This is an optimization exercise on Yosys and OpenROAD, whose aim is small area, a short achievable clock period and few clock cycles, not a production implementation.
Only simulation tests tie the RTL to the original design; equivalence was not proved.
Power figures rest on the tool's default switching activity, not on a simulated workload.

File: config.mk
export PLATFORM = sky130hd
export DESIGN_NAME = fs_codec
export DESIGN_NICKNAME = fs_codec
export VERILOG_FILES = /design/flow/design.v
export SDC_FILE = /design/flow/constraint.sdc
export NUM_CORES = 4
export LEC_CHECK = 0
export CAP_MARGIN = 20
export CORE_MARGIN = 2
export CORE_UTILIZATION = 55
export CTS_CLUSTER_DIAMETER = 150
export CTS_CLUSTER_SIZE = 24
export SLEW_MARGIN = 20
File: constraint.sdc
create_clock -name core_clock -period 10.0 [get_ports {clk}]
set_input_delay 2.0000 -clock core_clock [delete_from_list [all_inputs] [get_ports {clk}]]
set_output_delay 2.0000 -clock core_clock [all_outputs]
set_load 0.01 [all_outputs]
File: design.v
module fs_crc32_byte (
    input  wire [31:0] crc_in,
    input  wire [7:0]  data,
    output wire [31:0] crc_out
);
    reg [31:0] s;
    integer k;
    always @(*) begin
        s = crc_in ^ {24'd0, data};
        for (k = 0; k < 8; k = k + 1) begin
            if (s[0])
                s = (s >> 1) ^ 32'hEDB88320;
            else
                s = s >> 1;
        end
    end
    assign crc_out = s;
endmodule
module fs_codec (
    input  wire        clk,
    input  wire        rst,
    input  wire        cmd_valid,
    output wire        cmd_ready,
    input  wire [31:0] cmd_word,
    input  wire [15:0] cmd_len,
    input  wire        in_valid,
    output wire        in_ready,
    input  wire [7:0]  in_data,
    output wire        out_valid,
    input  wire        out_ready,
    output wire [7:0]  out_data,
    output wire        rsp_valid,
    input  wire        rsp_ready,
    output wire [7:0]  rsp_status,
    output wire [31:0] rsp_rval
);
    localparam [7:0] ST_OK          = 8'h00;
    localparam [7:0] ST_INVALID_LEN = 8'h02;
    localparam [7:0] ST_DECODE_ERR  = 8'h03;
    localparam [7:0] ST_INVALID_CRC = 8'h04;
    localparam [7:0] ST_ILLEGAL     = 8'h06;
    localparam [2:0] W_Z0   = 3'd0;    
    localparam [2:0] W_HDR  = 3'd1;    
    localparam [2:0] W_DATA = 3'd2;    
    localparam [2:0] W_CRC  = 3'd3;    
    localparam [2:0] W_TERM = 3'd4;    
    localparam [2:0] W_TEND = 3'd5;    
    localparam [2:0] W_IDLE = 3'd6;
    reg         cmd_rdy;
    reg         m_crc;       
    reg         m_ill;       
    reg         m_dec;       
    reg         m_enc;       
    reg         crc_fin;     
    reg         dend;        
    reg         dchk;        
    reg         fin;         
    reg  [15:0] rem_in;      
    reg         rsp_v;
    reg  [7:0]  st_q;        
    reg         rv_crc;      
    reg         rv_typ;      
    reg  [7:0]  st_r;
    reg  [31:0] rval_r;
    wire idle     = !(m_crc || m_ill || m_dec || m_enc || crc_fin || dend || dchk ||
                      fin || rsp_v);
    wire cmd_fire = cmd_valid && idle;
    wire rsp_fire = rsp_v && rsp_ready;
    wire w_hi0   = (cmd_word[31:16] == 16'd0);
    wire w_is1   = w_hi0 && (cmd_word[15:0] == 16'h0001);
    wire w_is3   = w_hi0 && (cmd_word[15:0] == 16'h0003);
    wire w_isenc = (cmd_word[15:0] == 16'h0002);
    wire w_isill = !w_is1 && !w_is3 && !w_isenc;
    wire len0    = (cmd_len == 16'd0);
    reg         in_rdy;
    reg  [7:0]  ib, sk;
    reg         ib_v, sk_v, ib_l, sk_l, ib_z, sk_z;
    wire        in_fire = in_valid && in_rdy;
    wire        rem_ne0 = (rem_in != 16'd0);
    wire        rem_ne1 = (rem_in != 16'd1);
    wire        in_last = !rem_ne1;
    wire        in_zero = (in_data == 8'h00);
    wire        pop;                        
    wire ib_v_n = pop ? (sk_v || in_fire) : (ib_v || in_fire);
    wire sk_v_n = pop ? (sk_v && in_fire) : (sk_v || (ib_v && in_fire));
    always @(posedge clk) begin
        if (pop || !ib_v) begin
            ib   <= sk_v ? sk   : in_data;
            ib_l <= sk_v ? sk_l : in_last;
            ib_z <= sk_v ? sk_z : in_zero;
        end
        if (in_fire) begin
            sk   <= in_data;
            sk_l <= in_last;
            sk_z <= in_zero;
        end
        if (rst) begin
            ib_v   <= 1'b0;
            sk_v   <= 1'b0;
            in_rdy <= 1'b0;
        end else begin
            ib_v <= ib_v_n;
            sk_v <= sk_v_n;
            if (cmd_fire) begin
                rem_in <= cmd_len;
                in_rdy <= !len0;
            end else begin
                if (in_fire)
                    rem_in <= rem_in - 16'd1;
                in_rdy <= (in_fire ? rem_ne1 : rem_ne0) && !sk_v_n;
            end
        end
    end
    reg         out_v;
    reg  [7:0]  out_d;
    reg  [7:0]  oq_d;
    reg         os_v;
    reg  [7:0]  os_d;
    wire        out_space = !os_v;
    wire        pv;                         
    wire [7:0]  pd;
    wire        head_free = !out_v || out_ready;
    wire [7:0]  head_in = os_v ? os_d : pd;
    always @(posedge clk) begin
        out_d <= head_free ? head_in : oq_d;
        if (head_free)
            oq_d <= head_in;
        if (rst) begin
            out_v <= 1'b0;
            os_v  <= 1'b0;
        end else if (head_free) begin
            out_v <= os_v || pv;
            os_v  <= 1'b0;
        end else if (pv) begin
            os_v  <= 1'b1;
            os_d  <= pd;
        end
    end
    assign cmd_ready  = cmd_rdy;
    assign in_ready   = in_rdy;
    assign out_valid  = out_v;
    assign out_data   = out_d;
    assign rsp_valid  = rsp_v;
    assign rsp_status = st_r;
    assign rsp_rval   = rval_r;
    reg  [31:0] crc;
    wire [7:0]  crc_byte;
    wire [31:0] crc_next;
    fs_crc32_byte u_crc (.crc_in(crc), .data(crc_byte), .crc_out(crc_next));
    reg  [31:0] hdr;
    reg  [7:0]  drem;        
    reg         drem_z;      
    reg         dff;         
    reg         dstarted;    
    reg         derr;        
    reg  [3:0]  dn;          
    reg         dem;         
    reg         c_crc_bad, c_len_bad;
    wire        dn_ge4 = dn[3] || dn[2];
    wire        dn_ge8 = dn[3];
    wire dec_pop  = m_dec && ib_v && out_space;
    wire dskip    = ib_l && ib_z;                   
    wire push_v   = !derr && !dskip && !ib_z && (!drem_z || (dstarted && !dff));
    wire [7:0] push_d = drem_z ? 8'h00 : ib;
    wire dec_push = dec_pop && push_v;
    wire dec_emit = dec_push && dn_ge4 && dem;      
    always @(posedge clk) begin
        if (dec_pop) begin
            if (!derr && !dskip) begin
                if (ib_z) begin
                    derr <= 1'b1;                   
                end else if (drem_z) begin
                    dstarted <= 1'b1;
                    dff      <= (ib == 8'hFF);
                    drem     <= ib - 8'd1;
                    drem_z   <= (ib == 8'h01);
                end else begin
                    drem     <= drem - 8'd1;
                    drem_z   <= (drem == 8'd1);
                end
            end
            if (push_v) begin
                if (!dn_ge8)
                    dn <= dn + 4'd1;
                if (dn == 4'd3)
                    dem <= ({push_d, hdr[31:24]} != 16'd0);
                else if (dn_ge4 && hdr[31:16] == 16'd1)
                    dem <= 1'b0;
            end
        end
        c_crc_bad <= (crc != 32'hDEBB_20E3);
        c_len_bad <= (hdr[31:16] != 16'hFFFC);
        if (idle) begin
            drem     <= 8'd0;
            drem_z   <= 1'b1;
            dff      <= 1'b0;
            dstarted <= 1'b0;
            derr     <= 1'b0;
            dn       <= 4'd0;
        end
    end
    reg  [2:0]  wph;
    reg  [1:0]  widx;
    reg  [3:0]  hdr_z;       
    reg  [7:0]  wcnt;        
    reg         w253;        
    reg         wfz;         
    reg         wsplit;      
    reg         lz;          
    wire ph_hdr  = (wph == W_HDR);
    wire ph_data = (wph == W_DATA);
    wire ph_crc  = (wph == W_CRC);
    wire [7:0] rb      = ph_data ? ib   : ph_hdr ? hdr[7:0] : ~crc[7:0];
    wire       rb_zero = ph_data ? ib_z : ph_hdr ? hdr_z[0] : (crc[7:0] == 8'hFF);
    localparam CQB = 4;                  
    reg  [7:0]  cq [0:(1<<CQB)-1];
    reg  [CQB-1:0] cq_wp, cq_rp;
    reg  [CQB:0]   cq_n;
    reg         cq_v;        
    reg         cq_space;    
    wire [7:0]  cq_out   = cq[cq_rp];
    localparam RC = 256;                 
    reg  [7:0]  ring [0:RC-1];
    reg  [7:0]  w_nx;        
    reg  [7:0]  r_tap;       
    reg  [8:0]  r_n;         
    reg         r_nz;        
    reg         r_full;      
    reg         w_al;        
    wire        r_space = !r_full && w_al;
    wire raw_ph   = ph_hdr || ph_data || ph_crc;
    wire zslot    = wsplit || (wph == W_Z0) || (wph == W_TERM);
    wire w_want   = m_enc && (zslot || (raw_ph && (!ph_data || ib_v)));
    wire w_step   = w_want && r_space && cq_space;   
    wire w_raw    = w_step && !zslot;                
    wire w_tend   = m_enc && (wph == W_TEND) && cq_space;
    wire raw_last = ph_crc && (widx == 2'd3);
    wire [7:0] slot_in = zslot ? 8'h00 : rb;
    wire        cq_push = (w_raw && (rb_zero || w253)) ||
                          (w_step && wph == W_TERM && (wcnt != 8'd0 || wfz)) ||
                          w_tend;
    wire [7:0]  cq_in   = (wph == W_TEND) ? 8'h00 :             
                          (raw_ph && !zslot && !rb_zero) ? 8'hFF :   
                          wcnt + 8'd1;
    reg  [7:0]  r_pre, r_data;
    reg         r_zero;
    always @(posedge clk) begin
        r_pre  <= ring[{r_tap[7:3], 3'd4}];
        r_data <= r_pre;
        r_zero <= (r_pre == 8'h00);
    end
    wire        r_rd   = m_enc && (r_tap[2:0] == 3'd6) && r_nz &&
                         out_space && (!r_zero || cq_v);
    wire        r_pop  = r_rd && r_zero;
    wire        r_end  = r_pop && (cq_out == 8'h00);
    integer ri;
    always @(posedge clk) begin
        ring[0] <= w_step ? slot_in : ring[RC-1];
        for (ri = 1; ri < RC; ri = ri + 1)
            ring[ri] <= ring[ri-1];
        if (cq_space)
            cq[cq_wp] <= cq_in;
    end
    always @(posedge clk) begin
        if (cmd_fire) begin
            hdr   <= {cmd_len, cmd_word[31:16]};
            hdr_z <= {cmd_len[15:8] == 8'd0, cmd_len[7:0] == 8'd0,
                      cmd_word[31:24] == 8'd0, cmd_word[23:16] == 8'd0};
            lz    <= len0;
        end else if (w_raw && ph_hdr) begin
            hdr   <= {8'd0, hdr[31:8]};
            hdr_z <= {1'b0, hdr_z[3:1]};
        end else if (dec_push && !dn_ge4) begin
            hdr   <= {push_d, hdr[31:8]};
        end else if (dec_push) begin
            hdr[31:16] <= hdr[31:16] - 16'd1;
        end
        if (idle) begin
            widx   <= 2'd0;
            wcnt   <= 8'd0;
            w253   <= 1'b0;
            wfz    <= 1'b1;
            wsplit <= 1'b0;
            cq_wp    <= {CQB{1'b0}};
            cq_rp    <= {CQB{1'b0}};
            cq_n     <= {(CQB+1){1'b0}};
            cq_v     <= 1'b0;
            cq_space <= 1'b1;
            w_nx     <= RC - 1;
            w_al     <= 1'b1;
            r_tap  <= RC - 1;
            r_n    <= 9'd0;
            r_nz   <= 1'b0;
            r_full <= 1'b0;
        end else begin
            if (w_raw) begin
                if (rb_zero || w253) begin
                    wcnt <= 8'd0;
                    w253 <= 1'b0;
                    wfz  <= rb_zero;
                    if (!rb_zero)
                        wsplit <= !raw_last;
                end else begin
                    wcnt <= wcnt + 8'd1;
                    w253 <= (wcnt == 8'd252);
                end
                if (!ph_data)
                    widx <= widx + 2'd1;
            end else if (w_step) begin
                wsplit <= 1'b0;
            end
            if (cq_push)
                cq_wp <= cq_wp + 1'b1;
            if (r_pop)
                cq_rp <= cq_rp + 1'b1;
            if (cq_push && !r_pop) begin
                cq_n     <= cq_n + 1'b1;
                cq_v     <= 1'b1;
                cq_space <= (cq_n != (1 << CQB) - 1);
            end else if (r_pop && !cq_push) begin
                cq_n     <= cq_n - 1'b1;
                cq_v     <= (cq_n != 1);
                cq_space <= 1'b1;
            end
            if (w_step && !r_rd) begin
                r_n    <= r_n + 9'd1;
                r_nz   <= 1'b1;
                r_full <= (r_n == RC - 1);
            end else if (r_rd && !w_step) begin
                r_n    <= r_n - 9'd1;
                r_nz   <= (r_n != 9'd1);
                r_full <= 1'b0;
            end
            w_nx <= w_step ? RC - 1 : w_nx + 8'd1;
            w_al <= w_step || (w_nx == RC - 2);
            if (!r_rd)
                r_tap <= r_tap + 8'd1;
        end
    end
    assign pop = ((m_crc || m_ill) && ib_v) || dec_pop || (w_raw && ph_data);
    assign pv  = dec_emit || r_rd;
    assign pd  = m_dec ? push_d : r_zero ? cq_out : r_data;
    wire enc_crc = m_enc && !ph_crc;
    assign crc_byte = m_dec ? push_d : (enc_crc && ph_hdr) ? hdr[7:0] : ib;
    wire crc_en = (m_crc && ib_v) || dec_push || (w_raw && enc_crc);
    always @(posedge clk) begin
        st_r   <= st_q;
        rval_r <= rv_crc ? ~crc : rv_typ ? {16'd0, hdr[15:0]} : 32'd0;
    end
    always @(posedge clk) begin
        if (cmd_fire) begin
            crc <= 32'hFFFF_FFFF;
        end else if (crc_en) begin
            crc <= crc_next;
        end else if (w_raw && ph_crc) begin
            crc <= {8'd0, crc[31:8]};       
        end
        if (rst) begin
            cmd_rdy <= 1'b1;
            m_crc   <= 1'b0;
            m_ill   <= 1'b0;
            m_dec   <= 1'b0;
            m_enc   <= 1'b0;
            crc_fin <= 1'b0;
            fin     <= 1'b0;
            rsp_v   <= 1'b0;
            dend    <= 1'b0;
            dchk    <= 1'b0;
            wph     <= W_IDLE;
        end else begin
            if (fin && head_free && !os_v) begin
                fin   <= 1'b0;
                rsp_v <= 1'b1;
            end
            if (rsp_fire) begin
                rsp_v   <= 1'b0;
                cmd_rdy <= 1'b1;
            end
            if (cmd_fire) begin
                cmd_rdy <= 1'b0;
                m_crc   <= w_is1 && !len0;
                m_ill   <= w_isill && !len0;
                m_dec   <= w_is3 && !len0;
                m_enc   <= w_isenc;
                wph     <= w_isenc ? W_Z0 : W_IDLE;
                rv_crc  <= 1'b0;
                rv_typ  <= 1'b0;
                if (len0 && !w_isenc) begin
                    fin  <= 1'b1;
                    st_q <= w_is1 ? ST_OK : w_is3 ? ST_INVALID_LEN : ST_ILLEGAL;
                end
            end
            if ((m_crc || m_ill) && ib_v && ib_l) begin
                m_crc   <= 1'b0;
                m_ill   <= 1'b0;
                crc_fin <= m_crc;
                fin     <= m_ill;
                st_q    <= ST_ILLEGAL;
            end
            if (crc_fin) begin
                crc_fin <= 1'b0;
                fin     <= 1'b1;
                st_q    <= ST_OK;
                rv_crc  <= 1'b1;
            end
            if (dec_pop && ib_l) begin
                m_dec <= 1'b0;
                dend  <= 1'b1;
            end
            if (dend) begin
                dend <= 1'b0;
                dchk <= 1'b1;
            end
            if (dchk) begin
                dchk <= 1'b0;
                fin  <= 1'b1;
                if (derr || !drem_z)
                    st_q <= ST_DECODE_ERR;
                else if (!dn_ge8)
                    st_q <= ST_INVALID_LEN;
                else if (c_crc_bad)
                    st_q <= ST_INVALID_CRC;
                else if (c_len_bad)
                    st_q <= ST_INVALID_LEN;
                else begin
                    st_q   <= ST_OK;
                    rv_typ <= 1'b1;
                end
            end
            if (w_step) begin
                case (wph)
                    W_Z0:   wph <= wsplit ? W_Z0 : W_HDR;
                    W_HDR:  if (!wsplit && widx == 2'd3)
                                wph <= lz ? W_CRC : W_DATA;
                    W_DATA: if (!wsplit && ib_l)
                                wph <= W_CRC;
                    W_CRC:  if (!wsplit && widx == 2'd3)
                                wph <= W_TERM;
                    W_TERM: wph <= W_TEND;
                    default: ;
                endcase
            end else if (w_tend) begin
                wph <= W_IDLE;
            end
            if (r_end) begin
                m_enc <= 1'b0;
                fin   <= 1'b1;
                st_q  <= ST_OK;
            end
        end
    end
endmodule
File: flow/run.sh
#!/bin/bash
set -euo pipefail
bash standard.sh \
    SETUP_SLACK_MARGIN=6.7 \
    "BUFFER_PORTS_ARGS=-buffer_cell sky130_fd_sc_hd__buf_4" \
    finish > make.log 2>&1
File: standard.sh
#!/bin/bash
# synth_recipe.tcl (not shown) runs the flow's synth.tcl, then flattens the netlist and writes it again
# the make line also repeats each setting of config.mk as NAME=value (left out here)
make -C /OpenROAD-flow-scripts/flow DESIGN_CONFIG=/design/flow/config.mk WORK_HOME=/design/flow/orfs CLKGATE_MAP_FILE= SYNTH_SCRIPT=/design/flow/synth_recipe.tcl "${@:-finish}"
==> summary.txt, run 1 <==
- Post-Syn Area: 61900 µm²
- H-tree depth: 3
- Setup TNS: 0 ps
- CTS tree: yes
- Setup Skew: 26.6 ps
- Worst path required time: 8000 ps
- Cells after synthesis: 4138
- P_int: 0.0121 W
- Storage cell area: 51300 µm²
- Rows: 123
- Largest net degree at the start of global routing: 74
- Final nets: 4376
- Die height: 339 µm
- Filler Cell Count: 8683
- Yosys warnings: 3
- Clock transition at path regs: 90 ps
- RSZ-0062 raised after global routing: yes
- Mean Syn Cell Area: 15.0 µm²
- Period minus WS final: 3250 ps
- Vias in the first global route: 28000
- CP max stage cell: edfxtp_1
- Num CTS Buffers: 112
- Area Growth Syn to Fin: 9.35%
- Worst slew pin tran: 1060 ps
- Area of the multi-input gates: 10100 µm²
- Longest Clk Path Bufs: 3
- Root Driver: clkbuf_16
- Outcome: no timing/DRC/antenna violations
- Via density: 5.07
- Static Leak: 25.5 nW
- Initial drt markers: 2254
- Crit. End Element: output pin
- CTS Sinks: 2451
- Synthesized flop and latch total: 2451
- Number of synthesized flops with an enable pin: 223
- Asr flop ratio synth: 0%
- Placed cell area: 64400 µm²
- Total track usage: 20.1%
- Commonest non-fill, non-tap cell in the layout: dfxtp_1
- Hold crit path type: reg -> reg
- Setup violators final: 0
- Design area: 67700 µm²
- Post-DP HPWL: 78.8 mm
- Clock power share: 31.5%
- Seq/Total Area, Yosys: 82.9%
- Crit path max fanout: 1
- Share of cells above drive strength 1: 9.60%
- Gate power share: 3.2%
- Sw Pwr: 0.00315 W
- Crit path launch type: flop
- Chip Width: 339 µm
- Via count: 29500
- Highest-count cells in the layout ignoring fill and taps: 2216 x dfxtp_1, 237 x nand2_1, 223 x edfxtp_1
- Starting Density: 55.2%
- Synth cell types: 73
- Arrival @ worst endpoint: 1250 ps
- FMAX: 0.308 GHz
- Crit path kind: reg -> out
- Sw Ratio: 20.6%
- Routed WL: 117 mm
- Gpl congestion: 0.857
- Power density over cell area: 226 nW/µm²
- DRC viols: 0
- Final hold vios: 0
- I/O Buffers: 108
- Final Cycle Share: 32.5%
- Clk latency of the worst-skew pair: 710 ps
- First-pass GRT wire length: 174 mm
- Family with the most delay on the worst path: flip-flops
- Total gr overflow: 0
- Max-slew headroom: 28.9%
- Max-cap violation count: 0
- WP buf/inv: 1
- Die area: 115000 µm²
- Crit-path cells: buf_4
- Ys flop type: dfxtp_1
- Initial antenna violation count: 5
- Largest stage delay, worst path: 390 ps
- WL/cell: 20.2 µm
- Max VDD drop: 0.170 mV
- Routed Antenna Nets: 0
- Io pins: 114
- Slew Viols, Final: 0
- DR pass1 iterations: 6
- Power share of the sequential group: 65.4%
- Total core area: 112000 µm²
==> power groups by stage <==
stage | Clock (W) | Sequential [W] | Combinational, W
after floorplan | 0 | 0.0102 | 0.000291
after global placement | 0 | 0.0102 | 0.000472
after detailed placement | 0 | 0.0102 | 0.000476
after CTS | 0.00496 | 0.0100 | 0.000478
after global routing | 0.00533 | 0.0100 | 0.000514
final | 0.00482 | 0.0100 | 0.000482
==> kinds of logic after synthesis <==
logic type	after synthesis	share of synthesized area [%]
AOI/OAI and AO/OA	463	4.77
other	1	0.00606
muxes	112	2.59
xor gates and xnor gates	110	1.66
DFF	2451	82.9
and+or+nand+nor	797	6.30
buffers and inverters	171	1.12
adders and majority gates	33	0.667
==> final timing paths <==
kind              slack, ps            to    startpoint  depth (start not counted)
setup / recovery       6750   out_data[3]       oq_d[3]                          1
hold / removal          310  ring[188][0]  ring[187][0]                          0
setup reg to reg       6850      r_pre[5]      r_tap[4]                         10
hold reg to reg         310  ring[188][0]  ring[187][0]                          0
==> what timing repair did <==
item	in CTS	in global routing
resized for setup	21	16
endpoints found under the setup margin	134	99
pin swaps	2	3
setup buffers	1	11
hold buffers	0	0
==> synthesized netlist by cell type (all sizes together) (16+ instances only) <==
master     n  share of area [%]
dfxtp   2228                 72
nand2    240                1.5
edfxtp   223                 11
nor2     181                1.1
o21ai    139                1.1
a21oi    101               0.82
clkbuf   101               0.61
xnor2     68                1.0
nand3     56               0.45
nor3      56               0.45
mux2i     49               0.79
nor2b     45               0.45
a22oi     41               0.50
inv       41               0.25
xor2      41               0.63
nor4      37               0.37
mux4      36                1.3
nand4     34               0.34
ha        33               0.67
and2      31               0.31
a31oi     29               0.29
buf       29               0.26
mux2      27               0.49
and3      25               0.25
o22ai     23               0.23
a32oi     20               0.28
nand2b    17               0.17
nand3b    17               0.21
o31ai     17               0.21
a211oi    16               0.25
==> through the flow <==
stage / power [W] / worst slack (ps) / instances / utilization (%) / hold WS [ps]
after floorplan: 0.0105 / 6740 / 4142 / - / 310
after global placement: 0.0107 / 5920 / 5655 / 57.5 / 310
after detailed placement: 0.0107 / 5900 / 5655 / 57.5 / 312
after CTS: 0.0154 / 6690 / 5793 / 60.3 / 309
after global routing: 0.0159 / 6680 / 5804 / 60.4 / 316
final: 0.0153 / 6750 / 5811 / 60.4 / 311
==> layer usage <==
metal / vias to the layer above / part of all wire, % / global-route usage [%]
met2: 777 / 46 / 32.2
met4: 0 / 3.0 / 6.56
li1: 14200 / - / -
met1: 14300 / 46 / 28.7
met5: - / 0 / 0
met3: 206 / 5.0 / 2.64
==> area by class of cell <==
class / count / area share (%)
inverters: 41 / 0.227
clock buffers: 133 / 4.29
well taps: 1500 / 2.77
repair buffers: 155 / 1.77
multi-input cells: 1520 / 15.0
flip-flops and latches: 2451 / 75.8
clock inverters: 4 / 0.105
diodes: 7 / 0.0259
==> flip-flops by register name, indices dropped and copies added, names as in the netlist, 9 cells and up, named ones only <==
name	flops
rem_in	16
crc	32
cq	128
ring	2048
r_n	9
hdr	32
rval_r	32
Testbench counts, summed over its fixed seeds: cycles 189,290.
==> run 2: changes to the inputs <==
--- a/design.v
+++ b/design.v
@@ -103,9 +103,10 @@
             sk_v <= sk_v_n;
-            if (cmd_fire) begin
+            if (idle)
                 rem_in <= cmd_len;
+            else if (in_fire)
+                rem_in <= rem_in - 16'd1;
+            if (cmd_fire) begin
                 in_rdy <= !len0;
             end else begin
-                if (in_fire)
-                    rem_in <= rem_in - 16'd1;
-                in_rdy <= (in_fire ? rem_ne1 : rem_ne0) && !sk_v_n;
+                in_rdy <= !idle && (in_fire ? rem_ne1 : rem_ne0) && !sk_v_n;
             end
@@ -215,3 +216,4 @@
     localparam CQB = 4;                  
-    reg  [7:0]  cq [0:(1<<CQB)-1];
+    localparam CQD = 14;                 
+    reg  [7:0]  cq [0:CQD-1];
     reg  [CQB-1:0] cq_wp, cq_rp;
@@ -264,3 +266,3 @@
     always @(posedge clk) begin
-        if (cmd_fire) begin
+        if (idle) begin
             hdr   <= {cmd_len, cmd_word[31:16]};
@@ -312,5 +314,5 @@
             if (cq_push)
-                cq_wp <= cq_wp + 1'b1;
+                cq_wp <= (cq_wp == CQD - 1) ? {CQB{1'b0}} : cq_wp + 1'b1;
             if (r_pop)
-                cq_rp <= cq_rp + 1'b1;
+                cq_rp <= (cq_rp == CQD - 1) ? {CQB{1'b0}} : cq_rp + 1'b1;
             if (cq_push && !r_pop) begin
@@ -318,3 +320,3 @@
                 cq_v     <= 1'b1;
-                cq_space <= (cq_n != (1 << CQB) - 1);
+                cq_space <= (cq_n != CQD - 1);
             end else if (r_pop && !cq_push) begin
@@ -350,3 +352,3 @@
     always @(posedge clk) begin
-        if (cmd_fire) begin
+        if (idle) begin
             crc <= 32'hFFFF_FFFF;
--- a/config.mk
+++ b/config.mk
@@ -9,3 +9,3 @@
 export CORE_MARGIN = 2
-export CORE_UTILIZATION = 55
+export CORE_UTILIZATION = 68
 export CTS_CLUSTER_DIAMETER = 150
==> summary.txt, run 2 <==
- Largest stage delay, worst path: 400 ps (was 390 ps)
- Crit path launch type: flop (unchanged)
- Ys flop type: dfxtp_1 (unchanged)
- Period minus WS final: 3240 ps (was 3250 ps)
- Family with the most delay on the worst path: flip-flops (unchanged)
- Via density: 5.36 (was 5.07)
- Final nets: 4253 (was 4376)
- Asr flop ratio synth: 0% (unchanged)
- Crit. End Element: output pin (unchanged)
- Via count: 28700 (was 29500)
- Area Growth Syn to Fin: 9.01% (was 9.35%)
- Hold crit path type: reg -> reg (unchanged)
- H-tree depth: 3 (unchanged)
- Largest net degree at the start of global routing: 73 (was 74)
- Starting Density: 68.6% (was 55.2%)
- Final hold vios: 0 (unchanged)
- Longest Clk Path Bufs: 3 (unchanged)
- Synth Area in Compound Gates: 4.88% (was 4.77%)
- Commonest non-fill, non-tap cell in the layout: dfxtp_1 (unchanged)
- CP max stage cell: dfxtp_1 (was edfxtp_1)
- RSZ-0062 raised after global routing: yes (unchanged)
- Mux share of post-synthesis cell area: 2.15% (was 2.59%)
- First-pass GRT wire length: 173 mm (was 174 mm)
- Chip Width: 303 µm (was 339 µm)
- Cells after synthesis: 3994 (was 4138)
- Seq/Total Area, Yosys: 83.7% (was 82.9%)
- Xor and xnor area share after synthesis: 1.99% (was 1.66%)
- I/O Buffers: 108 (unchanged)
- Filler Cell Count: 5277 (was 8683)
- Storage cell area: 50800 µm² (was 51300 µm²)
- Power density over cell area: 228 nW/µm² (was 226 nW/µm²)
- Initial drt markers: 2487 (was 2254)
- Root Driver: clkbuf_16 (unchanged)
- Top-count cell post-synth: dfxtp_1 (unchanged)
- Crit-path cells: buf_4 (unchanged)
- Setup crit start: rval_r[7] (was oq_d[3])
- Die area: 91700 µm² (was 115000 µm²)
- Post-DP HPWL: 74.6 mm (was 78.8 mm)
- Highest-count cells in the layout ignoring fill and taps: 2222 x dfxtp_1, 230 x nand2_1, 207 x edfxtp_1 (was 2216 x dfxtp_1, 237 x nand2_1, 223 x edfxtp_1)
- Routed Antenna Nets: 0 (unchanged)
- Worst slew pin tran: 1140 ps (was 1060 ps)
- Crit path kind: reg -> out (unchanged)
- Largest register FFs: 2048 (unchanged)
- Yosys warnings: 3 (unchanged)
- Setup Skew: 24.3 ps (was 26.6 ps)
- Worst path required time: 8000 ps (about the same)
- Rows: 109 (was 123)
- WP buf/inv: 1 (unchanged)
- Initial antenna violation count: 4 (was 5)
- Io pins: 114 (unchanged)
- Synth area leader: dfxtp_1 (unchanged)
- Setup TNS: 0 ps (unchanged)
- CTS Sinks: 2435 (was 2451)
- Synth area leaders: dfxtp_1 73%, edfxtp_1 10%, nand2_1 1.4%, nor2_1 1.1%, mux4_2 0.89% (was dfxtp_1 72%, edfxtp_1 11%, nand2_1 1.5%, mux4_2 1.3%, nor2_1 1.1%)
- DRC viols: 0 (unchanged)
- Reg2reg start: m_enc (was r_tap[4])
- Max-slew headroom: 23.7% (was 28.9%)
- Static Leak: 25.7 nW (was 25.5 nW)
- Hold Startpoint: ring[200][7] (was ring[187][0])
- Slew Viols, Final: 0 (unchanged)
- Total track usage: 25.5% (was 20.1%)
- Mean Syn Cell Area: 15.2 µm² (was 15.0 µm²)
- Share of cells above drive strength 1: 10.1% (was 9.60%)
- Total core area: 88500 µm² (was 112000 µm²)
- Cts hold-fix bufs: 0 (unchanged)
- Area of the multi-input gates: 9610 µm² (was 10100 µm²)
- Biggest regs: ring x2048, cq x112 (was ring x2048, cq x128)
- Largest Register: ring (unchanged)
- Synth Area in Adders: 0.556% (was 0.667%)
- Max VDD drop: 0.195 mV (was 0.170 mV)
- Simple-gate portion of the synthesized area: 5.82% (was 6.30%)
- Die height: 303 µm (was 339 µm)
- FMAX: 0.308 GHz (about the same)
- Top-area cell type share of the netlist area: 73.4% (was 72.1%)
- Arrival @ worst endpoint: 1240 ps (was 1250 ps)
- Synth cell types: 83 (was 73)
- Final Cycle Share: 32.4% (was 32.5%)
- Num CTS Buffers: 111 (was 112)
- Number of synthesized flops with an enable pin: 207 (was 223)
- Combinational family with the most area after synthesis: simple AND/OR/NAND/NOR gates (unchanged)
- Crit path max fanout: 1 (unchanged)
- WL/cell: 21.8 µm (was 20.2 µm)
- Post-synth top cells: 2228 x dfxtp_1, 231 x nand2_1, 207 x edfxtp_1, 174 x nor2_1, 101 x o21ai_0 (was 2228 x dfxtp_1, 240 x nand2_1, 223 x edfxtp_1, 181 x nor2_1, 134 x o21ai_0)
- DR pass1 iterations: 26 (was 6)
- Routed WL: 117 mm (about the same)
- Clk latency of the worst-skew pair: 710 ps (about the same)
- Final worst slack: 6760 ps (was 6750 ps)
- CTS tree: yes (unchanged)
- Post-Syn Area: 60700 µm² (was 61900 µm²)
- Gpl congestion: 0.877 (was 0.857)
- Synthesized flop and latch total: 2435 (was 2451)
- Total gr overflow: 0 (unchanged)
- Setup violators final: 0 (unchanged)
- Max-cap violation count: 0 (unchanged)
- Outcome: no timing/DRC/antenna violations (unchanged)
- Clock transition at path regs: 100 ps (was 90 ps)
- Setup WS pre-CTS: 5990 ps (was 5900 ps)
- Vias in the first global route: 27700 (was 28000)
==> run 2: power by group <==
group          switching [W]  internal [W]
clock                0.00277       0.00204
sequential         0.0000667       0.00987
combinational       0.000246      0.000141
==> run 2: worst paths after layout <==
check | endpoint | slack, ps | cells past startpoint
setup reg to reg | r_n[8] | 6830 | 8
hold / removal | ring[201][7] | 320 | 0
setup / recovery | rsp_rval[7] | 6760 | 1
hold reg to reg | ring[201][7] | 320 | 0
==> run 2: routing by layer <==
layer,global-route usage (%),routed length [µm]
met1,36.6,53100
met2,41.3,54600
met3,3.06,5820
met4,7.76,3040
met5,0,0
==> run 2: final cells by class <==
class | instances | area share, %
tap | 1165 | 2.20
multi-input combinational | 1418 | 14.5
antenna | 1 | 0.00378
clock inverter | 4 | 0.0982
timing repair buffer | 161 | 1.87
sequential | 2435 | 76.8
clock buffer | 131 | 4.34
inverter | 37 | 0.229
==> run 2: cells by family after synthesis <==
logic type               after synthesis
flip-flops                          2435
AND/OR/NAND/NOR                      732
AO/OA/AOI/OAI                        450
buffers and inverters                145
XOR/XNOR                             109
multiplexers                          95
adder cells (fa/ha/maj)               27
other                                  1
==> run 2: timing repair <==
action	in CTS	in global routing
endpoints found under the setup margin	75	97
gates resized for setup	10	20
pin swaps	0	2
buffers inserted	0	15
==> run 2: per-stage QoR <==
step                power [W]  util [%]  cell area [µm²]  instances  hold WS [ps]
global route           0.0156      74.8            66200       5351           325
floorplan              0.0104         -            60800       3998           310
CTS                    0.0152      74.6            66000       5336           322
detailed placement     0.0105      71.2            63100       5201           312
global placement       0.0105      71.2            63100       5201           310
finish                 0.0151      74.8            66200       5352           317
Testbench counts of run 2, summed over its fixed seeds: cycles 189,514.
==> run 3: changes to the inputs <==
--- a/design.v
+++ b/design.v
@@ -126,3 +126,3 @@
         out_d <= head_free ? head_in : oq_d;
-        if (head_free)
+        if (head_free && (os_v || pv))
             oq_d <= head_in;
==> summary.txt, run 3 <==
- Rows: 110 (was 109)
- Chip Width: 305 µm (was 303 µm)
- DR pass1 iterations: 5 (was 26)
- Placed cell area: 63900 µm² (was 63100 µm²)
- Crit. End Element: output pin (unchanged)
- Final Non-Filler Cells: 5538 (was 5352)
- Number of synthesized flops with an enable pin: 207 (unchanged)
- Via count: 30100 (was 28700)
- Placed instance count: 5401 (was 5201)
- Largest register FFs: 2048 (unchanged)
- DRC viols: 0 (unchanged)
- WL/cell: 21.9 µm (was 21.8 µm)
- Synthesized flop and latch total: 2443 (was 2435)
- Clock transition at path regs: 90 ps (was 100 ps)
- Period minus WS final: 3240 ps (about the same)
- Root Driver: clkbuf_16 (unchanged)
- WP buf/inv: 1 (unchanged)
- Top-count cell post-synth: dfxtp_1 (unchanged)
- Arrival @ worst endpoint: 1240 ps (about the same)
- Setup WS pre-CTS: 6080 ps (was 5990 ps)
- Yosys warnings: 3 (unchanged)
- Post-DP HPWL: 77.9 mm (was 74.6 mm)
- Starting Density: 68.6% (about the same)
- Die height: 305 µm (was 303 µm)
- Design area: 66900 µm² (was 66200 µm²)
- Num CTS Buffers: 111 (unchanged)
- Ys flop type: dfxtp_1 (unchanged)
- Routed Antenna Nets: 0 (unchanged)
- Crit path max fanout: 5 (was 1)
- First-pass GRT wire length: 182 mm (was 173 mm)
- CTS tree: yes (unchanged)
- Clk latency of the worst-skew pair: 730 ps (was 710 ps)
- Die area: 93200 µm² (was 91700 µm²)
- Crit-path cells: buf_4 (unchanged)
- Crit path launch type: flop (unchanged)
- Post-synth top cells: 2236 x dfxtp_1, 271 x nand2_1, 207 x edfxtp_1, 199 x nor2_1, 149 x o21ai_0 (was 2228 x dfxtp_1, 231 x nand2_1, 207 x edfxtp_1, 174 x nor2_1, 101 x o21ai_0)
- Synth area leader: dfxtp_1 (unchanged)
- Initial antenna violation count: 4 (unchanged)
- Highest-count cells in the layout ignoring fill and taps: 2226 x dfxtp_1, 270 x nand2_1, 207 x edfxtp_1 (was 2222 x dfxtp_1, 230 x nand2_1, 207 x edfxtp_1)
- Synth area leaders: dfxtp_1 73%, edfxtp_1 10%, nand2_1 1.6%, nor2_1 1.2%, o21ai_0 1.2% (was dfxtp_1 73%, edfxtp_1 10%, nand2_1 1.4%, nor2_1 1.1%, mux4_2 0.89%)
- Largest net degree at the start of global routing: 68 (was 73)
- Setup TNS: 0 ps (unchanged)
- Largest stage delay, worst path: 380 ps (was 400 ps)
- Static Leak: 25.8 nW (was 25.7 nW)
- Cells after synthesis: 4217 (was 3994)
- Largest Register: ring (unchanged)
- Asr flop ratio synth: 0% (unchanged)
- Synth cell types: 76 (was 83)
- Initial drt markers: 2486 (was 2487)
- Outcome: no timing/DRC/antenna violations (unchanged)
- R2R Setup Slk: 6850 ps (was 6830 ps)
- Crit path kind: reg -> out (unchanged)
- Biggest regs: ring x2048, cq x112 (unchanged)
- Max VDD drop: 0.204 mV (was 0.195 mV)
- Max-cap violation count: 0 (unchanged)
- Max-slew headroom: 27.0% (was 23.7%)
- Final Cycle Share: 32.4% (about the same)
- Slew Viols, Final: 0 (unchanged)
- Commonest non-fill, non-tap cell in the layout: dfxtp_1 (unchanged)
- Setup Skew: 40.2 ps (was 24.3 ps)
- CP max stage cell: dfxtp_2 (was dfxtp_1)
- Routed WL: 121 mm (was 117 mm)
- Top-area cell type share of the netlist area: 72.5% (was 73.4%)
- Total core area: 90000 µm² (was 88500 µm²)
- Via density: 5.44 (was 5.36)
- Mean Syn Cell Area: 14.6 µm² (was 15.2 µm²)
- Family with the most delay on the worst path: flip-flops (unchanged)
- Vias in the first global route: 29500 (was 27700)
- Final worst slack: 6760 ps (about the same)
- RSZ-0062 raised after global routing: no (was yes)
- Hold crit path type: reg -> reg (unchanged)
- Total gr overflow: 0 (unchanged)
- I/O Buffers: 108 (unchanged)
- H-tree depth: 3 (unchanged)
- Total Power: 0.0154 W (was 0.0151 W)
- Total track usage: 26.1% (was 25.5%)
- Share of cells above drive strength 1: 8.85% (was 10.1%)
- Power density over cell area: 230 nW/µm² (was 228 nW/µm²)
- CTS Sinks: 2443 (was 2435)
- Final hold vios: 0 (unchanged)
- Longest Clk Path Bufs: 3 (unchanged)
- FMAX: 0.309 GHz (was 0.308 GHz)
- Worst slew pin tran: 1090 ps (was 1140 ps)
- Io pins: 114 (unchanged)
- Final nets: 4428 (was 4253)
- Gpl congestion: 0.889 (was 0.877)
- Worst path required time: 8000 ps (about the same)
- Seq/Total Area, Yosys: 82.6% (was 83.7%)
- Post-Syn Area: 61700 µm² (was 60700 µm²)
- Area Growth Syn to Fin: 8.42% (was 9.01%)
- Setup violators final: 0 (unchanged)
## run 3: changes by cell type in the layout (fill, tap and decap cells not counted), moves of 19 or more
cell	previous run	this run
nor2_1	151	196
nand3_1	49	68
o21ai_0	98	149
a21oi_1	88	115
nand2_1	230	270
a32oi_1	1	21
a22o_1	35	14
nor2_2	23	2
a221oi_1	37	16
mux2i_1	40	70
o21ai_1	29	1
## run 3: timing repair
item,4_1_cts,5_1_grt
gates cloned,0,0
pin swaps,0,1
hold buffers,0,0
endpoints found under the hold margin,0,0
setup buffers,0,1
gates resized for setup,9,17
setup endpoints to repair,43,65
## run 3: metal layers
layer	global-route usage (%)	vias to the layer above	routed length [µm]
met3	3.85	219	6350
met4	9.31	0	4070
met5	0	-	0
met1	36.0	14700	53900
met2	42.7	822	57100
li1	-	14400	-
## run 3: layout make-up
cell class | instances | area (µm²)
Tap cell | 1176 | 1470
Fill cell | 5549 | 23100
Antenna cell | 1 | 2.50
Sequential cell | 2443 | 51000
Inverter | 49 | 189
Multi-Input combinational cell | 1575 | 10100
Timing Repair Buffer | 159 | 1200
Clock inverter | 5 | 50.0
Clock buffer | 130 | 2870
## run 3: stage by stage
| stage | util (%) | hold slack [ps] |
|---|---|---|
| final | 74.3 | 305 |
| after global routing | 74.3 | 309 |
| after CTS | 74.3 | 307 |
| after detailed placement | 71.0 | 312 |
| after global placement | 71.0 | 310 |
| after floorplan | - | 310 |
## run 3: worst paths after layout
path | startpoint | to | depth (start not counted)
worst max-delay path | rsp_v | rsp_valid | 1
worst min-delay path | ring[83][1] | ring[84][1] | 0
worst max register to register | crc[0] | cq_n[4] | 10
worst min register to register | ring[83][1] | ring[84][1] | 0
## run 3: kinds of logic (layout without fill, tap and decap cells)
kind of cell | Yosys count | after routing | synth area share, %
AOI/OAI and AO/OA | 486 | 486 | 5.10
buffers and inverters | 203 | 343 | 1.31
muxes | 115 | 115 | 2.39
and+or+nand+nor | 839 | 839 | 6.54
other | 1 | 6 | 0.00608
DFF | 2443 | 2443 | 82.6
adders and majority gates | 27 | 27 | 0.547
xor gates and xnor gates | 103 | 103 | 1.50
## run 3: power by group
| group | total, W | internal [W] | switching (W) |
|---|---|---|---|
| Combinational | 0.000576 | 0.000193 | 0.000384 |
| Sequential | 0.0100 | 0.00993 | 0.0000806 |
| Clock | 0.00483 | 0.00203 | 0.00280 |
| Total | 0.0154 | 0.0122 | 0.00326 |
Testbench counts of run 3, summed over its fixed seeds: cycles 189,514.
==> run 4: changes to the inputs <==
--- a/design.v
+++ b/design.v
@@ -58,3 +58,5 @@
     reg  [15:0] rem_in;      
-    reg         rsp_v;
+    reg         rsp_v;       
+    reg         rsp_vi;      
+    reg         zl;          
     reg  [7:0]  st_q;        
@@ -65,5 +67,5 @@
     wire idle     = !(m_crc || m_ill || m_dec || m_enc || crc_fin || dend || dchk ||
-                      fin || rsp_v);
+                      fin || rsp_vi);
     wire cmd_fire = cmd_valid && idle;
-    wire rsp_fire = rsp_v && rsp_ready;
+    wire rsp_fire = rsp_vi && rsp_ready;
     wire w_hi0   = (cmd_word[31:16] == 16'd0);
@@ -114,3 +116,4 @@
     end
-    reg         out_v;
+    reg         out_v;       
+    reg         out_vi;      
     reg  [7:0]  out_d;
@@ -122,3 +125,3 @@
     wire [7:0]  pd;
-    wire        head_free = !out_v || out_ready;
+    wire        head_free = !out_vi || out_ready;
     wire [7:0]  head_in = os_v ? os_d : pd;
@@ -129,7 +132,10 @@
         if (rst) begin
-            out_v <= 1'b0;
-            os_v  <= 1'b0;
+            out_v  <= 1'b0;
+            out_vi <= 1'b0;
+            os_v   <= 1'b0;
         end else if (head_free) begin
-            out_v <= os_v || pv;
-            os_v  <= 1'b0;
+            if (!out_v || out_ready)
+                out_v <= os_v || pv;
+            out_vi <= os_v || pv;
+            os_v   <= 1'b0;
         end else if (pv) begin
@@ -368,2 +374,4 @@
             rsp_v   <= 1'b0;
+            rsp_vi  <= 1'b0;
+            zl      <= 1'b0;
             dend    <= 1'b0;
@@ -373,7 +381,10 @@
             if (fin && head_free && !os_v) begin
-                fin   <= 1'b0;
-                rsp_v <= 1'b1;
+                fin    <= 1'b0;
+                rsp_v  <= 1'b1;
+                rsp_vi <= 1'b1;
             end
+            if (rsp_v && rsp_ready)
+                rsp_v <= 1'b0;
             if (rsp_fire) begin
-                rsp_v   <= 1'b0;
+                rsp_vi  <= 1'b0;
                 cmd_rdy <= 1'b1;
@@ -382,6 +393,7 @@
                 cmd_rdy <= 1'b0;
-                m_crc   <= w_is1 && !len0;
-                m_ill   <= w_isill && !len0;
-                m_dec   <= w_is3 && !len0;
+                m_crc   <= w_is1;
+                m_ill   <= w_isill;
+                m_dec   <= w_is3;
                 m_enc   <= w_isenc;
+                zl      <= len0 && !w_isenc;
                 wph     <= w_isenc ? W_Z0 : W_IDLE;
@@ -389,6 +401,10 @@
                 rv_typ  <= 1'b0;
-                if (len0 && !w_isenc) begin
-                    fin  <= 1'b1;
-                    st_q <= w_is1 ? ST_OK : w_is3 ? ST_INVALID_LEN : ST_ILLEGAL;
-                end
+            end
+            if (zl) begin
+                zl    <= 1'b0;
+                m_crc <= 1'b0;
+                m_ill <= 1'b0;
+                m_dec <= 1'b0;
+                fin   <= 1'b1;
+                st_q  <= m_crc ? ST_OK : m_dec ? ST_INVALID_LEN : ST_ILLEGAL;
             end
==> flow/run.sh (replaced) <==
#!/bin/bash
set -euo pipefail
bash standard.sh \
    SETUP_SLACK_MARGIN=6.9 \
    "BUFFER_PORTS_ARGS=-buffer_cell sky130_fd_sc_hd__buf_4" \
    finish > make.log 2>&1
==> summary.txt, run 4 <==
- Hold Startpoint: ring[169][2] (was ring[83][1])
- Ys flop type: dfxtp_1 (unchanged)
- Seq/Total Area, Yosys: 83.2% (was 82.6%)
- Biggest regs: ring x2048, cq x112 (unchanged)
- Longest Clk Path Bufs: 3 (unchanged)
- Total core area: 89700 µm² (was 90000 µm²)
- Worst slew pin tran: 1160 ps (was 1090 ps)
- Hold endpoint: ring[170][2] (was ring[84][1])
- Largest register FFs: 2048 (unchanged)
- Synthesized flop and latch total: 2446 (was 2443)
- Final nets: 4362 (was 4428)
- Outcome: no timing/DRC/antenna violations (unchanged)
- Initial drt markers: 2890 (was 2486)
- CTS tree: yes (unchanged)
- Worst path required time: 8000 ps (about the same)
- Die area: 92700 µm² (was 93200 µm²)
- Clk latency of the worst-skew pair: 740 ps (was 730 ps)
- Cells after synthesis: 4112 (was 4217)
- Setup violators final: 0 (unchanged)
- Static Leak: 25.9 nW (was 25.8 nW)
- Power share of the sequential group: 65.1% (was 64.9%)
- Clock power share: 31.8% (was 31.3%)
- Share of cells above drive strength 1: 11.0% (was 8.85%)
- Post-synth top cells: 2239 x dfxtp_1, 232 x nand2_1, 207 x edfxtp_1, 195 x nor2_1, 110 x o21ai_0 (was 2236 x dfxtp_1, 271 x nand2_1, 207 x edfxtp_1, 199 x nor2_1, 149 x o21ai_0)
- Final hold vios: 0 (unchanged)
- Area Growth Syn to Fin: 9.54% (was 8.42%)
- Largest net degree at the start of global routing: 74 (was 68)
- Root Driver: clkbuf_16 (unchanged)
- Final Cycle Share: 32.0% (was 32.4%)
- Sw Pwr: 0.00320 W (was 0.00326 W)
- Placed cell area: 63500 µm² (was 63900 µm²)
- Total track usage: 25.8% (was 26.1%)
- Routed Antenna Nets: 0 (unchanged)
- WL/cell: 21.9 µm (about the same)
- Largest Register: ring (unchanged)
- Highest-count cells in the layout ignoring fill and taps: 2182 x dfxtp_1, 226 x nand2_1, 207 x edfxtp_1 (was 2226 x dfxtp_1, 270 x nand2_1, 207 x edfxtp_1)
- Yosys warnings: 3 (unchanged)
- Setup WS pre-CTS: 5840 ps (was 6080 ps)
- Arrival @ worst endpoint: 1200 ps (was 1240 ps)
- Sw Ratio: 20.9% (was 21.2%)
- Via count: 29700 (was 30100)
- Top-count cell post-synth: dfxtp_1 (unchanged)
- Synth area leader: dfxtp_1 (unchanged)
- Num CTS Buffers: 111 (unchanged)
- Reg2reg start: r_tap[7] (was crc[0])
- I/O Buffers: 108 (unchanged)
- Crit path kind: reg -> out (unchanged)
- Total gr overflow: 0 (unchanged)
- Vias in the first global route: 28600 (was 29500)
- Metal3 WL: 7.26 mm (was 6.35 mm)
- DRT met1 WL: 57.4 mm (was 53.9 mm)
- Total Power: 0.0153 W (was 0.0154 W)
- Final worst slack: 6800 ps (was 6760 ps)
- Reg2reg end: r_pre[1] (was cq_n[4])
- Crit-path cells: buf_6 (was buf_4)
- H-tree depth: 3 (unchanged)
- Die height: 304 µm (was 305 µm)
- R2R depth: 9 (was 10)
- Via density: 5.44 (about the same)
- Initial antenna violation count: 8 (was 4)
- Hold path depth: 0 (unchanged)
- Rows: 110 (unchanged)
- Number of synthesized flops with an enable pin: 207 (unchanged)
- Crit. End Element: output pin (unchanged)
- Post-Syn Area: 61400 µm² (was 61700 µm²)
- Crit path max fanout: 1 (was 5)
- WP buf/inv: 1 (unchanged)
- Filler Cell Count: 5505 (was 5549)
- R2R Setup Slk: 6870 ps (was 6850 ps)
- Asr flop ratio synth: 0% (unchanged)
- Routed WL: 120 mm (was 121 mm)
- Chip Width: 304 µm (was 305 µm)
- Synth area leaders: dfxtp_1 73%, edfxtp_1 10%, nand2_1 1.4%, nor2_1 1.2%, mux2i_1 0.98% (was dfxtp_1 73%, edfxtp_1 10%, nand2_1 1.6%, nor2_1 1.2%, o21ai_0 1.2%)
- Max-cap violation count: 0 (unchanged)
- Max-slew headroom: 22.4% (was 27.0%)
- Largest stage delay, worst path: 360 ps (was 380 ps)
- Io pins: 114 (unchanged)
- Starting Density: 68.4% (was 68.6%)
- Routed wl met2: 52.4 mm (was 57.1 mm)
- Power density over cell area: 228 nW/µm² (was 230 nW/µm²)
- Crit path launch type: flop (unchanged)
- Gate power share: 3.1% (was 3.7%)
- Hold crit path type: reg -> reg (unchanged)
- Max VDD drop: 0.189 mV (was 0.204 mV)
- DR pass1 iterations: 5 (unchanged)
- RSZ-0062 raised after global routing: yes (was no)
- Period minus WS final: 3200 ps (was 3240 ps)
- Commonest non-fill, non-tap cell in the layout: dfxtp_1 (unchanged)
- Family with the most delay on the worst path: flip-flops (unchanged)
- Mean Syn Cell Area: 14.9 µm² (was 14.6 µm²)
- Cts hold-fix bufs: 0 (unchanged)
- First-pass GRT wire length: 179 mm (was 182 mm)
- Setup Skew: 34.5 ps (was 40.2 ps)
- Setup TNS: 0 ps (unchanged)
- P_int: 0.0121 W (was 0.0122 W)
- Slew Viols, Final: 0 (unchanged)
- CP max stage cell: dfxtp_2 (unchanged)
- Design area: 67200 µm² (was 66900 µm²)
- Post-DP HPWL: 76.7 mm (was 77.9 mm)
- Synth cell types: 77 (was 76)
- FMAX: 0.313 GHz (was 0.309 GHz)
- Clock transition at path regs: 100 ps (was 90 ps)
- Gpl congestion: 0.890 (was 0.889)
- CTS Sinks: 2446 (was 2443)
- Top-area cell type share of the netlist area: 73.1% (was 72.5%)
- Highest metal used: met4 (unchanged)
- DRC viols: 0 (unchanged)
-- run 4: cell count changes after synthesis, sizes merged, moves of 13 or more --
cell,change
o21ai,-34
o22ai,+13
nand2b,+14
o31ai,+16
nand3,-19
a21oi,-14
clkbuf,-22
nand2,-39
-- run 4: worst max path at each step --
stage                  endpoint  depth (start not counted)         start  slack (ps)
floorplan                 m_dec                          5  cmd_word[16]        6910
global placement        hdr[18]                          7         m_dec        5910
detailed placement      hdr[20]                          7         m_dec        5840
CTS                   cq[12][7]                          6        wph[0]        6710
global route        rsp_rval[6]                          1     rval_r[6]        6750
finish              rsp_rval[6]                          1     rval_r[6]        6800
-- run 4: logic make-up (layout without fill, tap and decap cells) --
kind of cell,count (synthesis),in the layout,synth area share (%)
flops,2446,2446,83.2
simple gates,788,788,6.21
compound gates,464,464,4.96
buf+inv,169,346,1.10
xor+xnor,109,109,1.69
mux,108,108,2.30
fa+ha+maj,27,27,0.551
other cells,1,8,0.00611
-- run 4: power groups by stage --
stage	clock, W	combinational, W	sequential (W)
2_1_floorplan	0	0.000267	0.0102
3_3_place_gp	0	0.000439	0.0102
3_5_place_dp	0	0.000445	0.0102
4_1_cts	0.00496	0.000457	0.00997
5_1_grt	0.00530	0.000495	0.00998
6_report	0.00488	0.000471	0.00997
-- run 4: cell type report --
type,instances,area [µm²],share of cell area (%)
repair buffers,167,1480,2.21
multi-input cells,1501,9930,14.8
clock inverters,4,82.6,0.123
diodes,3,7.51,0.0112
flip-flops and latches,2446,51100,76.0
inverters,46,203,0.302
well taps,1176,1470,2.19
clock buffers,129,2920,4.34
-- run 4: repair_timing --
action / 4_1_cts / 5_1_grt
hold endpoints to repair: 0 / 0
buffers inserted: 8 / 11
pin swaps: 4 / 7
gates cloned: 0 / 1
gates resized for setup: 118 / 52
endpoints found under the setup margin: 309 / 221
-- run 4: routing by layer --
layer	track usage, %	vias to the layer above
li1	-	14200
met1	40.0	14500
met2	38.4	888
met3	4.05	164
met4	6.37	0
met5	0.258	-
-- run 4: metrics by stage --
step | util [%] | hold WS [ps] | cells
5_1_grt | 74.9 | 326 | 5469
4_1_cts | 74.6 | 319 | 5456
2_1_floorplan | - | 310 | 4116
3_3_place_gp | 70.8 | 310 | 5315
6_report | 74.9 | 310 | 5472
3_5_place_dp | 70.8 | 312 | 5315
Testbench counts of run 4, summed over its fixed seeds: cycles 189,515.
==> run 5: changes to the inputs <==
--- a/design.v
+++ b/design.v
@@ -76,6 +76,7 @@
     wire len0    = (cmd_len == 16'd0);
-    reg         in_rdy;
+    reg         in_rdy;      
+    reg         in_rdyi;     
     reg  [7:0]  ib, sk;
     reg         ib_v, sk_v, ib_l, sk_l, ib_z, sk_z;
-    wire        in_fire = in_valid && in_rdy;
+    wire        in_fire = in_valid && in_rdyi;
     wire        rem_ne0 = (rem_in != 16'd0);
@@ -101,3 +102,4 @@
             sk_v   <= 1'b0;
-            in_rdy <= 1'b0;
+            in_rdy  <= 1'b0;
+            in_rdyi <= 1'b0;
         end else begin
@@ -110,5 +112,7 @@
             if (cmd_fire) begin
-                in_rdy <= !len0;
+                in_rdy  <= !len0;
+                in_rdyi <= !len0;
             end else begin
-                in_rdy <= !idle && (in_fire ? rem_ne1 : rem_ne0) && !sk_v_n;
+                in_rdy  <= !idle && ((in_valid && in_rdy) ? rem_ne1 : rem_ne0) && !sk_v_n;
+                in_rdyi <= !idle && (in_fire ? rem_ne1 : rem_ne0) && !sk_v_n;
             end
==> summary.txt, run 5 <==
- First-pass GRT wire length: 177 mm (was 179 mm)
- Rows: 110 (unchanged)
- Hold path depth: 0 (unchanged)
- Gpl congestion: 0.882 (was 0.890)
- Clock power share: 31.7% (was 31.8%)
- Clk latency of the worst-skew pair: 720 ps (was 740 ps)
- Initial drt markers: 2636 (was 2890)
- Starting Density: 68.5% (was 68.4%)
- Post-synth top cells: 2240 x dfxtp_1, 241 x nand2_1, 207 x edfxtp_1, 182 x nor2_1, 118 x a21oi_1 (was 2239 x dfxtp_1, 232 x nand2_1, 207 x edfxtp_1, 195 x nor2_1, 110 x o21ai_0)
- Placed instance count: 5347 (was 5315)
- Routed Antenna Nets: 0 (unchanged)
- Sw Pwr: 0.00311 W (was 0.00320 W)
- Chip Width: 305 µm (was 304 µm)
- Worst path required time: 8000 ps (about the same)
- Die area: 92900 µm² (was 92700 µm²)
- Design area: 67300 µm² (was 67200 µm²)
- Crit. End Element: output pin (unchanged)
- WP buf/inv: 1 (unchanged)
- Max VDD drop: 0.239 mV (was 0.189 mV)
- Largest net degree at the start of global routing: 81 (was 74)
- R2R depth: 7 (was 9)
- Arrival @ worst endpoint: 1200 ps (about the same)
- Synth area leader: dfxtp_1 (unchanged)
- DRC viols: 0 (unchanged)
- Cells after synthesis: 4140 (was 4112)
- Final nets: 4392 (was 4362)
- Antenna cells: 0 (was 3)
- Total core area: 89900 µm² (was 89700 µm²)
- Asr flop ratio synth: 0% (unchanged)
- Final Non-Filler Cells: 5502 (was 5472)
- Root Driver: clkbuf_16 (unchanged)
- Sw Ratio: 20.4% (was 20.9%)
- Biggest regs: ring x2048, cq x112 (unchanged)
- Final hold vios: 0 (unchanged)
- Hold endpoint: ring[66][0] (was ring[170][2])
- Hold Startpoint: ring[65][0] (was ring[169][2])
- Post-Syn Area: 61500 µm² (was 61400 µm²)
- Setup violators final: 0 (unchanged)
- RSZ-0062 raised after global routing: yes (unchanged)
- Mean Syn Cell Area: 14.9 µm² (about the same)
- Family with the most delay on the worst path: flip-flops (unchanged)
- P_int: 0.0121 W (about the same)
- H-tree depth: 3 (unchanged)
- Hold crit path type: reg -> reg (unchanged)
- Highest-count cells in the layout ignoring fill and taps: 2188 x dfxtp_1, 240 x nand2_1, 207 x edfxtp_1 (was 2182 x dfxtp_1, 226 x nand2_1, 207 x edfxtp_1)
- Setup TNS: 0 ps (unchanged)
- Commonest non-fill, non-tap cell in the layout: dfxtp_1 (unchanged)
- Largest register FFs: 2048 (unchanged)
- Via count: 29700 (about the same)
- Placed cell area: 63800 µm² (was 63500 µm²)
- CTS tree: yes (unchanged)
- FMAX: 0.313 GHz (about the same)
- Seq/Total Area, Yosys: 83.0% (was 83.2%)
- Ys flop type: dfxtp_1 (unchanged)
- Routed WL: 118 mm (was 120 mm)
- Max-cap violation count: 0 (unchanged)
- Power share of the sequential group: 65.4% (was 65.1%)
- Clock transition at path regs: 100 ps (about the same)
- Top-area cell type share of the netlist area: 72.9% (was 73.1%)
- Crit-path cells: buf_6 (unchanged)
- R2R Setup Slk: 6980 ps (was 6870 ps)
- Synth area leaders: dfxtp_1 73%, edfxtp_1 10%, nand2_1 1.5%, nor2_1 1.1%, mux2i_1 0.98% (was dfxtp_1 73%, edfxtp_1 10%, nand2_1 1.4%, nor2_1 1.2%, mux2i_1 0.98%)
- Share of cells above drive strength 1: 10.5% (was 11.0%)
- Crit path launch type: flop (unchanged)
- Area Growth Syn to Fin: 9.34% (was 9.54%)
- Filler Cell Count: 5510 (was 5505)
- Cts hold-fix bufs: 0 (unchanged)
- Via density: 5.40 (was 5.44)
- Yosys warnings: 3 (unchanged)
- Worst slew pin tran: 1140 ps (was 1160 ps)
- CP max stage cell: dfxtp_2 (unchanged)
- Io pins: 114 (unchanged)
- Reg2reg end: r_pre[4] (was r_pre[1])
- Num CTS Buffers: 111 (unchanged)
- Number of synthesized flops with an enable pin: 207 (unchanged)
- WL/cell: 21.5 µm (was 21.9 µm)
- Period minus WS final: 3200 ps (about the same)
- Slew Viols, Final: 0 (unchanged)
- DR pass1 iterations: 7 (was 5)
- Power density over cell area: 227 nW/µm² (was 228 nW/µm²)
- Total gr overflow: 0 (unchanged)
- Longest Clk Path Bufs: 3 (unchanged)
- Outcome: no timing/DRC/antenna violations (unchanged)
- Max-slew headroom: 23.8% (was 22.4%)
- Post-DP HPWL: 77.0 mm (was 76.7 mm)
- Setup Skew: 32.0 ps (was 34.5 ps)
- Die height: 305 µm (was 304 µm)
- CTS Sinks: 2447 (was 2446)
- Largest stage delay, worst path: 370 ps (was 360 ps)
- Largest Register: ring (unchanged)
- Total Power: 0.0153 W (about the same)
- Reg2reg start: r_tap[4] (was r_tap[7])
- Crit path kind: reg -> out (unchanged)
- Top-count cell post-synth: dfxtp_1 (unchanged)
- Synthesized flop and latch total: 2447 (was 2446)
- Gate power share: 2.9% (was 3.1%)
- Total track usage: 25.5% (was 25.8%)
- Static Leak: 25.7 nW (was 25.9 nW)
- Vias in the first global route: 28600 (about the same)
- Final Cycle Share: 32.0% (about the same)
- Initial antenna violation count: 3 (was 8)
- Crit path max fanout: 2 (was 1)
- I/O Buffers: 108 (unchanged)
- Synth cell types: 72 (was 77)
-- run 5: cell count changes after synthesis, sizes merged, moves of 12 or more --
| cell | delta |
|---|---|
| xnor2 | -21 |
| nor3 | -16 |
| a221oi | -12 |
| nand3 | +18 |
| nor2b | +17 |
| a21oi | +13 |
| a22oi | +20 |
| nor2 | -13 |
-- run 5: cell type report --
type,instances,area (µm²),area share [%]
Sequential cell,2447,51100,76.0
Multi-Input combinational cell,1518,10000,14.9
Clock buffer,133,2950,4.38
Timing Repair Buffer,175,1510,2.24
Tap cell,1176,1470,2.19
Inverter,50,191,0.284
Clock inverter,3,26.3,0.0390
-- run 5: how the worst max path moves through the flow --
stage / cells past startpoint / slack [ps] / from / endpoint
6_report: 1 / 6800 / in_rdy / in_ready
5_1_grt: 1 / 6770 / in_rdy / in_ready
3_5_place_dp: 8 / 6300 / wph[0] / crc[19]
2_1_floorplan: 8 / 6900 / in_valid / in_rdyi
4_1_cts: 8 / 6660 / m_dec / crc[26]
3_3_place_gp: 8 / 6330 / wph[0] / crc[19]
-- run 5: power by group through the flow --
stage               Combinational, W  Clock [W]  Sequential, W
floorplan                   0.000271          0         0.0102
global placement            0.000414          0         0.0102
detailed placement          0.000418          0         0.0102
CTS                         0.000424    0.00494        0.00998
global route                0.000470    0.00528        0.00999
finish                      0.000439    0.00484        0.00998
-- run 5: cell families after synthesis --
family,count (synthesis),share of synthesized area (%)
buffers and inverters,179,1.14
xor gates and xnor gates,99,1.50
AOI/OAI and AO/OA,472,5.08
DFF,2447,83.0
other,1,0.00609
adders and majority gates,27,0.549
and+or+nand+nor,802,6.36
muxes,113,2.40
-- run 5: timing repair --
| action | 4_1_cts | 5_1_grt |
|---|---|---|
| resized for setup | 107 | 28 |
| buffers inserted | 1 | 18 |
| endpoints found under the setup margin | 210 | 139 |
| pin swaps | 0 | 8 |
-- run 5: layer usage --
metal | share of wire, % | track usage (%) | vias to the layer above | wire (µm)
met2 | 46 | 40.2 | 889 | 54400
li1 | - | - | 14200 | -
met3 | 5.2 | 3.18 | 194 | 6110
met1 | 45 | 36.7 | 14400 | 53700
met4 | 3.3 | 9.22 | 0 | 3950
met5 | 0 | 0 | - | 0
-- run 5: stage by stage --
step	util (%)	hold slack [ps]	setup WS (ps)
CTS	74.6	310	6660
detailed placement	71.0	312	6300
global route	74.9	320	6770
finish	74.9	310	6800
global placement	70.9	310	6330
floorplan	-	310	6900
Testbench counts of run 5, summed over its fixed seeds: cycles 189,515.
==> run 6: changes to the inputs <==
--- a/config.mk
+++ b/config.mk
@@ -10,4 +10,4 @@
 export CORE_UTILIZATION = 68
-export CTS_CLUSTER_DIAMETER = 150
-export CTS_CLUSTER_SIZE = 24
+export CTS_CLUSTER_DIAMETER = 100
+export CTS_CLUSTER_SIZE = 28
 export SLEW_MARGIN = 20
==> summary.txt, run 6 <==
- Power density over cell area: 224 nW/µm² (was 227 nW/µm²)
- Arrival @ worst endpoint: 1190 ps (was 1200 ps)
- Worst slew pin tran: 1150 ps (was 1140 ps)
- WP buf/inv: 1 (unchanged)
- Clock transition at path regs: 120 ps (was 100 ps)
- Area Growth Syn to Fin: 8.81% (was 9.34%)
- Clock power share: 30.5% (was 31.7%)
- Asr flop ratio synth: 0% (unchanged)
- Die area: 92900 µm² (unchanged)
- Setup TNS: 0 ps (unchanged)
- Crit. End Element: output pin (unchanged)
- Number of synthesized flops with an enable pin: 207 (unchanged)
- Slew Viols, Final: 0 (unchanged)
- Setup Skew: 31.7 ps (was 32.0 ps)
- RSZ-0062 raised after global routing: yes (unchanged)
- Num CTS Buffers: 97 (was 111)
- Via density: 5.37 (was 5.40)
- Final hold vios: 0 (unchanged)
- CP max stage cell: dfxtp_2 (unchanged)
- Sw Ratio: 20.5% (was 20.4%)
- Rows: 110 (unchanged)
- Crit path kind: reg -> out (unchanged)
- Post-synth top cells: 2240 x dfxtp_1, 241 x nand2_1, 207 x edfxtp_1, 182 x nor2_1, 118 x a21oi_1 (unchanged)
- DR pass1 iterations: 6 (was 7)
- First-pass GRT wire length: 176 mm (was 177 mm)
- Share of cells above drive strength 1: 10.3% (was 10.5%)
- Max-cap violation count: 0 (unchanged)
- Mean Syn Cell Area: 14.9 µm² (unchanged)
- CTS Sinks: 2447 (unchanged)
- Area of the multi-input gates: 9990 µm² (was 10000 µm²)
- Post-DP HPWL: 77.0 mm (unchanged)
- Biggest regs: ring x2048, cq x112 (unchanged)
- Initial antenna violation count: 2 (was 3)
- Largest net degree at the start of global routing: 81 (unchanged)
- DRC viols: 0 (unchanged)
- Post-Syn Area: 61500 µm² (unchanged)
- P_int: 0.0119 W (was 0.0121 W)
- Commonest non-fill, non-tap cell in the layout: dfxtp_1 (unchanged)
- Initial drt markers: 2556 (was 2636)
- Worst Hold Margin: 309 ps (was 310 ps)
- Synth cell types: 72 (unchanged)
- Final Non-Filler Cells: 5487 (was 5502)
- CTS tree: yes (unchanged)
- Outcome: no timing/DRC/antenna violations (unchanged)
- H-tree depth: 3 (unchanged)
- Cells after synthesis: 4140 (unchanged)
- Routed WL: 118 mm (about the same)
- Routed Antenna Nets: 0 (unchanged)
- Root Driver: clkbuf_16 (unchanged)
- Seq/Total Area, Yosys: 83.0% (unchanged)
- Total track usage: 25.3% (was 25.5%)
- Synth area leaders: dfxtp_1 73%, edfxtp_1 10%, nand2_1 1.5%, nor2_1 1.1%, mux2i_1 0.98% (unchanged)
- Sw Pwr: 0.00307 W (was 0.00311 W)
- Antenna cells: 0 (unchanged)
- Gate power share: 2.9% (about the same)
- Max-slew headroom: 23.3% (was 23.8%)
- Die height: 305 µm (unchanged)
- Ys flop type: dfxtp_1 (unchanged)
- Max VDD drop: 0.229 mV (was 0.239 mV)
- Setup violators final: 0 (unchanged)
- Clk latency of the worst-skew pair: 710 ps (was 720 ps)
- Storage cell area: 51100 µm² (about the same)
- WL/cell: 21.5 µm (about the same)
- Placed instance count: 5347 (unchanged)
- Starting Density: 68.5% (unchanged)
- Via count: 29500 (was 29700)
- Largest stage delay, worst path: 370 ps (about the same)
- Filler Cell Count: 5566 (was 5510)
- Power share of the sequential group: 66.5% (was 65.4%)
- Vias in the first global route: 28300 (was 28600)
- Crit-path cells: buf_6 (unchanged)
==> run 6: changes by cell type in the layout (fill, tap and decap cells not counted), moves of 2 or more <==
cell,before,now
clkbuf_16,115,102
clkbuf_1,18,14
inv_6,3,0
buf_4,125,127
==> run 6: per-layer routing <==
layer	share of wire [%]	wire length, µm	up-vias	global-route usage (%)
li1	-	-	14200	-
met1	46	54200	14200	36.5
met2	46	53600	871	39.8
met3	4.9	5780	214	3.07
met4	3.5	4110	0	9.36
met5	0	0	-	0
==> run 6: worst paths after layout <==
kind | startpoint | end | slack (ps) | depth (start not counted)
hold / removal | ring[243][6] | ring[244][6] | 310 | 0
hold reg to reg | ring[243][6] | ring[244][6] | 310 | 0
setup / recovery | in_rdy | in_ready | 6810 | 1
setup reg to reg | wph[2] | cq_n[2] | 7020 | 9
==> run 6: area by class of cell <==
| cell class | instances | area share (%) |
|---|---|---|
| multi-input cells | 1518 | 14.9 |
| inverters | 50 | 0.286 |
| clock buffers | 116 | 3.89 |
| clock inverters | 2 | 0.0542 |
| well taps | 1176 | 2.20 |
| flip-flops and latches | 2447 | 76.3 |
| repair buffers | 178 | 2.31 |
==> run 6: power groups by stage <==
stage | logic [W] | registers [W] | clock network, W
finish | 0.000437 | 0.00998 | 0.00458
global route | 0.000468 | 0.00999 | 0.00499
CTS | 0.000424 | 0.00998 | 0.00467
floorplan | 0.000271 | 0.0102 | 0
detailed placement | 0.000418 | 0.0102 | 0
global placement | 0.000414 | 0.0102 | 0
==> run 6: metrics by stage <==
step	power (W)	utilization [%]	instance area [µm²]	setup WS, ps
3_3_place_gp	0.0106	70.9	63800	6330
5_1_grt	0.0154	74.5	67000	6770
3_5_place_dp	0.0106	71.0	63800	6300
6_report	0.0150	74.5	67000	6810
2_1_floorplan	0.0104	-	61600	6900
4_1_cts	0.0151	74.3	66700	6680
==> run 6: cells by family (layout without fill, tap and decap cells) <==
family,after synthesis,in the layout,share of synthesized area (%)
simple gates,802,802,6.36
other cells,1,5,0.00609
mux,113,113,2.40
fa+ha+maj,27,27,0.549
buf+inv,179,346,1.14
flops,2447,2447,83.0
xor+xnor,99,99,1.50
compound gates,472,472,5.08
==> run 6: repair_timing <==
item                       CTS  global route
buffers inserted             2            20
pin swaps                    0             8
setup endpoints to repair  203           197
hold buffers                 0             0
gates resized for setup    106            25

Check on run 6: ideal ports give 6.814 ns setup slack; a clkbuf_16 on the clock port and buf_2 on the inputs give 6.745 ns; moving port delays by the midpoint clock arrival (0.762 ns) as well gives 6.346 ns.
